What follows belongs to an exercise in optimizing a design on an open flow for small area, a short achievable clock period and few clock cycles per item; a production flow would make more cautious choices. The RTL was checked by simulation tests, not by an equivalence proof against the original design.

the baseline:
==> module pck_hadamard16, before the edit <==
module pck_hadamard16 #(
    parameter IW = 13,   
    parameter OW = 17,   
    parameter B  = 8     
) (
    input  wire             clk,
    input  wire [16*IW-1:0] x,
    output wire [16*OW-1:0] y
);
    localparam HW = OW - B;
    wire [16*B-1:0] lo [0:4];
    wire [63:0]     lc;              
    reg  [16*B-1:0]  lo_r;
    reg  [63:0]      lc_r;
    reg  [16*(IW-B)-1:0] xh_r;
    wire [16*HW-1:0] hi [0:4];
    genvar i, s;
    generate
        for (i = 0; i < 16; i = i + 1) begin : g_in
            wire [OW-1:0] xe = {{(OW-IW){x[IW*i+IW-1]}}, x[IW*i +: IW]};
            assign lo[0][B*i +: B] = xe[B-1:0];
            always @(posedge clk)
                xh_r[(IW-B)*i +: IW-B] <= x[IW*i+B +: IW-B];
            assign hi[0][HW*i +: HW] = {{(HW-IW+B){xh_r[(IW-B)*i+IW-B-1]}}, xh_r[(IW-B)*i +: IW-B]};
        end
        for (s = 0; s < 4; s = s + 1) begin : g_stage
            localparam HI = IW + s - B;
            localparam HO = HI + 1;
            for (i = 0; i < 16; i = i + 1) begin : g_el
                if (HO < HW) begin : g_ext
                    assign hi[s+1][HW*i+HO +: HW-HO] = {(HW-HO){hi[s+1][HW*i+HO-1]}};
                end
                if ((i & (1 << s)) == 0) begin : g_sum
                    pck_rca #(.W(B)) u_lo (
                        .a  (lo[s][B*i +: B]),
                        .b  (lo[s][B*(i+(1<<s)) +: B]),
                        .ci (1'b0),
                        .s  (lo[s+1][B*i +: B]),
                        .co (lc[16*s+i]));
                    pck_rca #(.W(HO)) u_hi (
                        .a  ({hi[s][HW*i+HI-1], hi[s][HW*i +: HI]}),
                        .b  ({hi[s][HW*(i+(1<<s))+HI-1], hi[s][HW*(i+(1<<s)) +: HI]}),
                        .ci (lc_r[16*s+i]),
                        .s  (hi[s+1][HW*i +: HO]),
                        .co ());
                end else begin : g_dif
                    pck_rca #(.W(B)) u_lo (
                        .a  (lo[s][B*(i-(1<<s)) +: B]),
                        .b  (~lo[s][B*i +: B]),
                        .ci (1'b1),
                        .s  (lo[s+1][B*i +: B]),
                        .co (lc[16*s+i]));
                    pck_rca #(.W(HO)) u_hi (
                        .a  ({hi[s][HW*(i-(1<<s))+HI-1], hi[s][HW*(i-(1<<s)) +: HI]}),
                        .b  (~{hi[s][HW*i+HI-1], hi[s][HW*i +: HI]}),
                        .ci (lc_r[16*s+i]),
                        .s  (hi[s+1][HW*i +: HO]),
                        .co ());
                end
            end
        end
        for (i = 0; i < 16; i = i + 1) begin : g_out
            assign y[OW*i +: OW] = {hi[4][HW*i +: HW], lo_r[B*i +: B]};
        end
    endgenerate
    always @(posedge clk) begin
        lo_r <= lo[4];
        lc_r <= lc;
    end
endmodule
Settings: LEC_CHECK=0, CAP_MARGIN=20, CORE_MARGIN=2, CORE_UTILIZATION=55, CTS_CLUSTER_DIAMETER=100, CTS_CLUSTER_SIZE=28, SLEW_MARGIN=20; clock period 27.0 ns.
run.sh (not shown) runs the stock make flow with config.mk's settings and CLKGATE_MAP_FILE= SYNTH_SCRIPT=/design/flow/synth_recipe.tcl, a recipe that flattens the netlist after the stock synthesis.
Testbench counts of the baseline, summed over its fixed seeds: cycles 22,668, blocks 2,400.
Modified inputs, the candidate compared to the baseline
==> flow/design.v, changed modules only <==
module pck_hadamard16 #(
    parameter IW = 13,   
    parameter OW = 17,   
    parameter B  = 8     
) (
    input  wire             clk,
    input  wire [16*IW-1:0] x,
    output wire [16*OW-1:0] y
);
    localparam HW = OW - B;
    wire [16*B-1:0] lo [0:4];
    wire [63:0]     lc;              
    reg  [16*B-1:0]  lo_r;
    reg  [63:0]      lc_r;
    reg  [16*HW-1:0] xh_r;
    wire [16*HW-1:0] hi [0:4];
    genvar i, s;
    generate
        for (i = 0; i < 16; i = i + 1) begin : g_in
            wire [OW-1:0] xe = {{(OW-IW){x[IW*i+IW-1]}}, x[IW*i +: IW]};
            assign lo[0][B*i +: B] = xe[B-1:0];
            always @(posedge clk)
                xh_r[HW*i +: HW] <= xe[OW-1:B];
            assign hi[0][HW*i +: HW] = xh_r[HW*i +: HW];
        end
        for (s = 0; s < 4; s = s + 1) begin : g_stage
            for (i = 0; i < 16; i = i + 1) begin : g_el
                if ((i & (1 << s)) == 0) begin : g_sum
                    pck_rca #(.W(B)) u_lo (
                        .a  (lo[s][B*i +: B]),
                        .b  (lo[s][B*(i+(1<<s)) +: B]),
                        .ci (1'b0),
                        .s  (lo[s+1][B*i +: B]),
                        .co (lc[16*s+i]));
                    pck_rca #(.W(HW)) u_hi (
                        .a  (hi[s][HW*i +: HW]),
                        .b  (hi[s][HW*(i+(1<<s)) +: HW]),
                        .ci (lc_r[16*s+i]),
                        .s  (hi[s+1][HW*i +: HW]),
                        .co ());
                end else begin : g_dif
                    pck_rca #(.W(B)) u_lo (
                        .a  (lo[s][B*(i-(1<<s)) +: B]),
                        .b  (~lo[s][B*i +: B]),
                        .ci (1'b1),
                        .s  (lo[s+1][B*i +: B]),
                        .co (lc[16*s+i]));
                    pck_rca #(.W(HW)) u_hi (
                        .a  (hi[s][HW*(i-(1<<s)) +: HW]),
                        .b  (~hi[s][HW*i +: HW]),
                        .ci (lc_r[16*s+i]),
                        .s  (hi[s+1][HW*i +: HW]),
                        .co ());
                end
            end
        end
        for (i = 0; i < 16; i = i + 1) begin : g_out
            assign y[OW*i +: OW] = {hi[4][HW*i +: HW], lo_r[B*i +: B]};
        end
    endgenerate
    always @(posedge clk) begin
        lo_r <= lo[4];
        lc_r <= lc;
    end
endmodule
[summary]
The baseline and the candidate ended up with nearly the same layout cell share with drive strength beyond 1. The count of non-CTS inverters in the layout of the candidate falls short of that of the baseline by 61. | clock-pin slew on the worst setup and hold paths | the baseline vs the candidate | ≈ equal |. On initial core utilization, the higher figure sits with the candidate, not the baseline. The candidate has completed all stages; timing, DRC and antenna checks passed. The baseline has a lower global routing usage on met1 than the candidate. Taking the baseline as the reference, in the candidate total number of vias higher, setup slack lower, synthesized cell count roughly the same, sequential fraction of total cell area lower. Row count of multi-input gates: the candidate higher / the baseline lower.
Testbench counts of the candidate, summed over its fixed seeds: cycles 22,668, blocks 2,400.

[separate check: timing with driven ports]
How much do the figures lean on ideal ports? The routed layouts below were timed once more, with nothing changed but the port constraints.
Step 1: set_driving_cell puts a clkbuf_16 on clk and a buf_2 on each other input, an assumption about the parent block.
Step 2 adds t to the input delays and takes it off the output delays; t is the mean of the earliest and latest rising clock arrival at the registers after step 1. Input paths then give back, and output paths get back, about the clock's delay inside the block.
Three values: ideal, step 1, step 2; two values: the first two.
run	shift t [ns]	setup WS [ns]	hold WS [ns]	worst register clock-pin slew, ns	cell pins on the clock port's net
the baseline	1.017	19.783 / 19.677 / 19.684	0.305 / 0.305 / 0.305	0.12 / 0.12	1
the candidate	1.008	19.776 / 19.675 / 19.617	0.286 / 0.286 / 0.286	0.12 / 0.12	1
After both steps every run listed still meets setup and hold. For the candidate, which loses most, drivers alone change the setup slack by -0.101 ns; drivers and shift together by -0.159 ns.
